This is an optimization exercise on Yosys and OpenROAD, whose aim is small area, not a production implementation. In this exercise RTL edits were held to simulation tests only and were not proved equivalent to the original. Power and IR drop assume default switching activity.

## v46
==> flow/design.v (excerpt) <==
module scd41_meas_decoder (
    input  wire        clk,
    input  wire        rst,
    input  wire        in_valid,
    input  wire [7:0]  in_data,
    output wire        in_ready,
    output reg         out_valid,
    output reg  [15:0] co2,
    output reg  [15:0] raw_t,
    output reg  [15:0] raw_rh,
    output wire [31:0] temp,
    output wire [31:0] rh
);
    reg [4:0]  g;
    reg [3:0]  n;         
    reg        f;         
    reg [3:0]  st;
    reg [15:0] rc, rt, rr;
    reg [23:0] w;
    reg [31:0] rtf, rrf;
    reg        cy, ea, sign;
    reg [4:0]  u;
    reg [27:0] rh_q;
    reg [28:0] temp_q;
    wire rh_e654 = !rh_q[27] && (rh_q[26:23] != 4'd0);
    assign rh   = {1'b0, rh_q[27], {3{rh_e654}}, rh_q[26:0]};
    assign temp = {temp_q[28:27], {3{~temp_q[27]}}, temp_q[26:0]};
    wire       ch = st[3];
    wire [2:0] sc = st[2:0];
    wire       g0  = (g == 5'd0);
    wire       g16 = (g == 5'd16);
    wire       g30 = (g == 5'd30);
    wire       g31 = (g == 5'd31);
    reg is_data, hi, n_ge5;
    always @(*) begin
        case (n)
            4'd0, 4'd3, 4'd6: begin is_data = 1'b1; hi = 1'b1; end
            4'd1, 4'd4, 4'd7: begin is_data = 1'b1; hi = 1'b0; end
            default:          begin is_data = 1'b0; hi = 1'b0; end
        endcase
        n_ge5 = (n == 4'd5) || (n == 4'd6) || (n == 4'd7) || (n == 4'd8);
    end
    wire n8 = (n == 4'd8);
    wire acc = n8 ? (ch && st != 4'b1111) : (n != 4'd9);
    wire wr  = in_valid && acc && is_data && (g[3] == hi);
    assign in_ready = acc && (!is_data || (g[3] == hi && g[2:0] == 3'd7 && f));
    wire take   = in_valid && in_ready;
    wire in_bit = in_data[g[2:0]];
    wire wr_c = wr && (n[3:1] == 3'd0);
    wire wr_t = wr && (n == 4'd3 || n == 4'd4);
    wire wr_r = wr && (n == 4'd6 || n == 4'd7);
    wire run   = (st[2:1] != 2'b11);                 
    wire prod  = run && !sc[2];
    wire first = run && sc == 3'd0;
  ...
For scale: about 500 cells after synthesis, ~260 flip-flops, ~130 I/O pins.
export LEC_CHECK = 0
export ABC_AREA = 1
export CAP_MARGIN = 20
export CORE_MARGIN = 2
export CORE_UTILIZATION = 40
export PLACE_DENSITY = 0.6
export SLEW_MARGIN = 20
create_clock -name core_clock -period 10.0 [get_ports {clk}]
standard.sh (not shown) runs the stock make flow with config.mk's settings and CLKGATE_MAP_FILE= SYNTH_SCRIPT=/design/flow/synth_recipe.tcl, a recipe that flattens the netlist after the stock synthesis.
==> flow/flow/run.sh <==
#!/bin/bash
# The standard ORFS layout (standard.sh) with these changes:
#  - synthesis is synth_recipe.tcl unchanged except that ABC maps for area
#    only (flow/abc_area.script: no buffering or sizing, no delay target),
#    and the full-adder extraction is skipped (ADDER_MAP_FILE empty);
#  - ports are buffered with buf_1 instead of the flow's default buffer;
#  - CTS clusters sinks with small clock buffers and no dummy loads.
set -euo pipefail
here=$(pwd)
{
  head -n 1 synth_recipe.tcl
  echo 'proc abc {args} {'
  echo '  set i [lsearch $args -script]'
  echo "  if {\$i >= 0} { lset args [expr {\$i + 1}] $here/flow/abc_area.script }"
  echo '  set j [lsearch $args -D]'
  echo '  if {$j >= 0} { set args [lreplace $args $j [expr {$j + 1}]] }'
  echo '  yosys abc {*}$args'
  echo '}'
  tail -n +2 synth_recipe.tcl
} > synth_area.tcl
bash standard.sh \
  "SYNTH_SCRIPT=$here/synth_area.tcl" \
  'ADDER_MAP_FILE=' \
  'BUFFER_PORTS_ARGS=-buffer_cell sky130_fd_sc_hd__buf_1' \
  'CTS_ARGS=-sink_clustering_enable -repair_clock_nets -dont_use_dummy_load -sink_clustering_size 16 -sink_clustering_max_diameter 50 -buf_list {sky130_fd_sc_hd__clkbuf_4 sky130_fd_sc_hd__clkbuf_8}' \
  finish > standard_flow.log 2>&1
==> flow/flow/abc_area.script <==
strash; dch -f; amap; topo
Input-level comparison between v14 and v46:
Settings: changing PLACE_DENSITY from 0.6 to 0.7; changing CORE_UTILIZATION from 40 to 50.
-- flow/flow/run.sh --
<<< v46, line 25
  'CTS_ARGS=-sink_clustering_enable -repair_clock_nets -dont_use_dummy_load -sink_clustering_size 16 -sink_clustering_max_diameter 50 -buf_list {sky130_fd_sc_hd__clkbuf_4 sky130_fd_sc_hd__clkbuf_8}' \
>>> v14, line 25
  'CTS_ARGS=-sink_clustering_enable -repair_clock_nets -dont_use_dummy_load -sink_clustering_size 20 -sink_clustering_max_diameter 50 -buf_list {sky130_fd_sc_hd__clkbuf_8}' \
## What came out
- Delta (v14 minus v46): met2 layer usage reported by global route has increased, met1 usage has increased.
- On global-route usage, the higher figure sits with v14, not v46.
- Via count of the first global-routing pass for v14: 3.2% down relative to v46
- Overall power after layout improves in v14 relative to v46.
- v14 against v46: count of clock-buffer cells in the layout lower, routed via count down about 1.1%, register fraction of the total cell area now sits higher, synthesized flop and latch total stayed essentially flat.
Input-level comparison between v22 and v14:
Settings: swapping 50 for 40 in CORE_UTILIZATION; swapping 0.7 for 0.6 in PLACE_DENSITY.
-- flow/flow/run.sh --
<<< v14, line 25
  'CTS_ARGS=-sink_clustering_enable -repair_clock_nets -dont_use_dummy_load -sink_clustering_size 20 -sink_clustering_max_diameter 50 -buf_list {sky130_fd_sc_hd__clkbuf_8}' \
>>> v22, line 25
  'CTS_ARGS=-sink_clustering_enable -repair_clock_nets -dont_use_dummy_load -distance_between_buffers 200 -sink_clustering_size 20 -sink_clustering_max_diameter 60 -buf_list {sky130_fd_sc_hd__clkbuf_8}' \
==> run notes <==
- v22 vs v14 on fraction of area in clock buffers and inverters: v22 is the lower one.
- Relative to v14, the total routing usage reported by global routing of v22 is lower by 2.1 points.
- Routed wire length up 5.4% in v22 wrt v14
- Compared v22 against v14; static leakage within noise.
- In terms of worst endpoint data arrival time, v14 and v22 differ only marginally.
- v22 vs. v14: clock tree skew after final layout went up by 0.027 ns.
- The buffer share of cell area was comparable across v22 and v14.
- Comparing v22 and v14, summed area of non-filler cells in the final layout is higher on v22.

[static timing again, ports no longer ideal]
No port has a modelled driver above. Below, the same layouts with a new extraction and two added sets of constraints. Step 1: set_driving_cell puts a clkbuf_16 on clk and a buf_2 on each other input, an assumption about the parent block. Step 2, shift: input delay + t, output delay - t, t = (earliest + latest rising clock arrival at the registers) / 2. This alone moves slack from input paths to output paths. Slacks: no drivers / after step 1 / after step 2; pairs: no drivers / after step 1.
run | t (ns) | setup slack, ns | hold slack, ns | worst setup path at the end
v46 | 0.534 | 5.661 / 5.625 / 6.121 | 0.306 / 0.306 / 0.306 | register to register
v14 | 0.518 | 5.636 / 5.601 / 5.914 | 0.329 / 0.329 / 0.329 | input to register
v22 | 0.506 | 5.632 / 5.596 / 6.102 | 0.286 / 0.286 / 0.286 | register to output
After both steps every run listed still meets setup and hold.
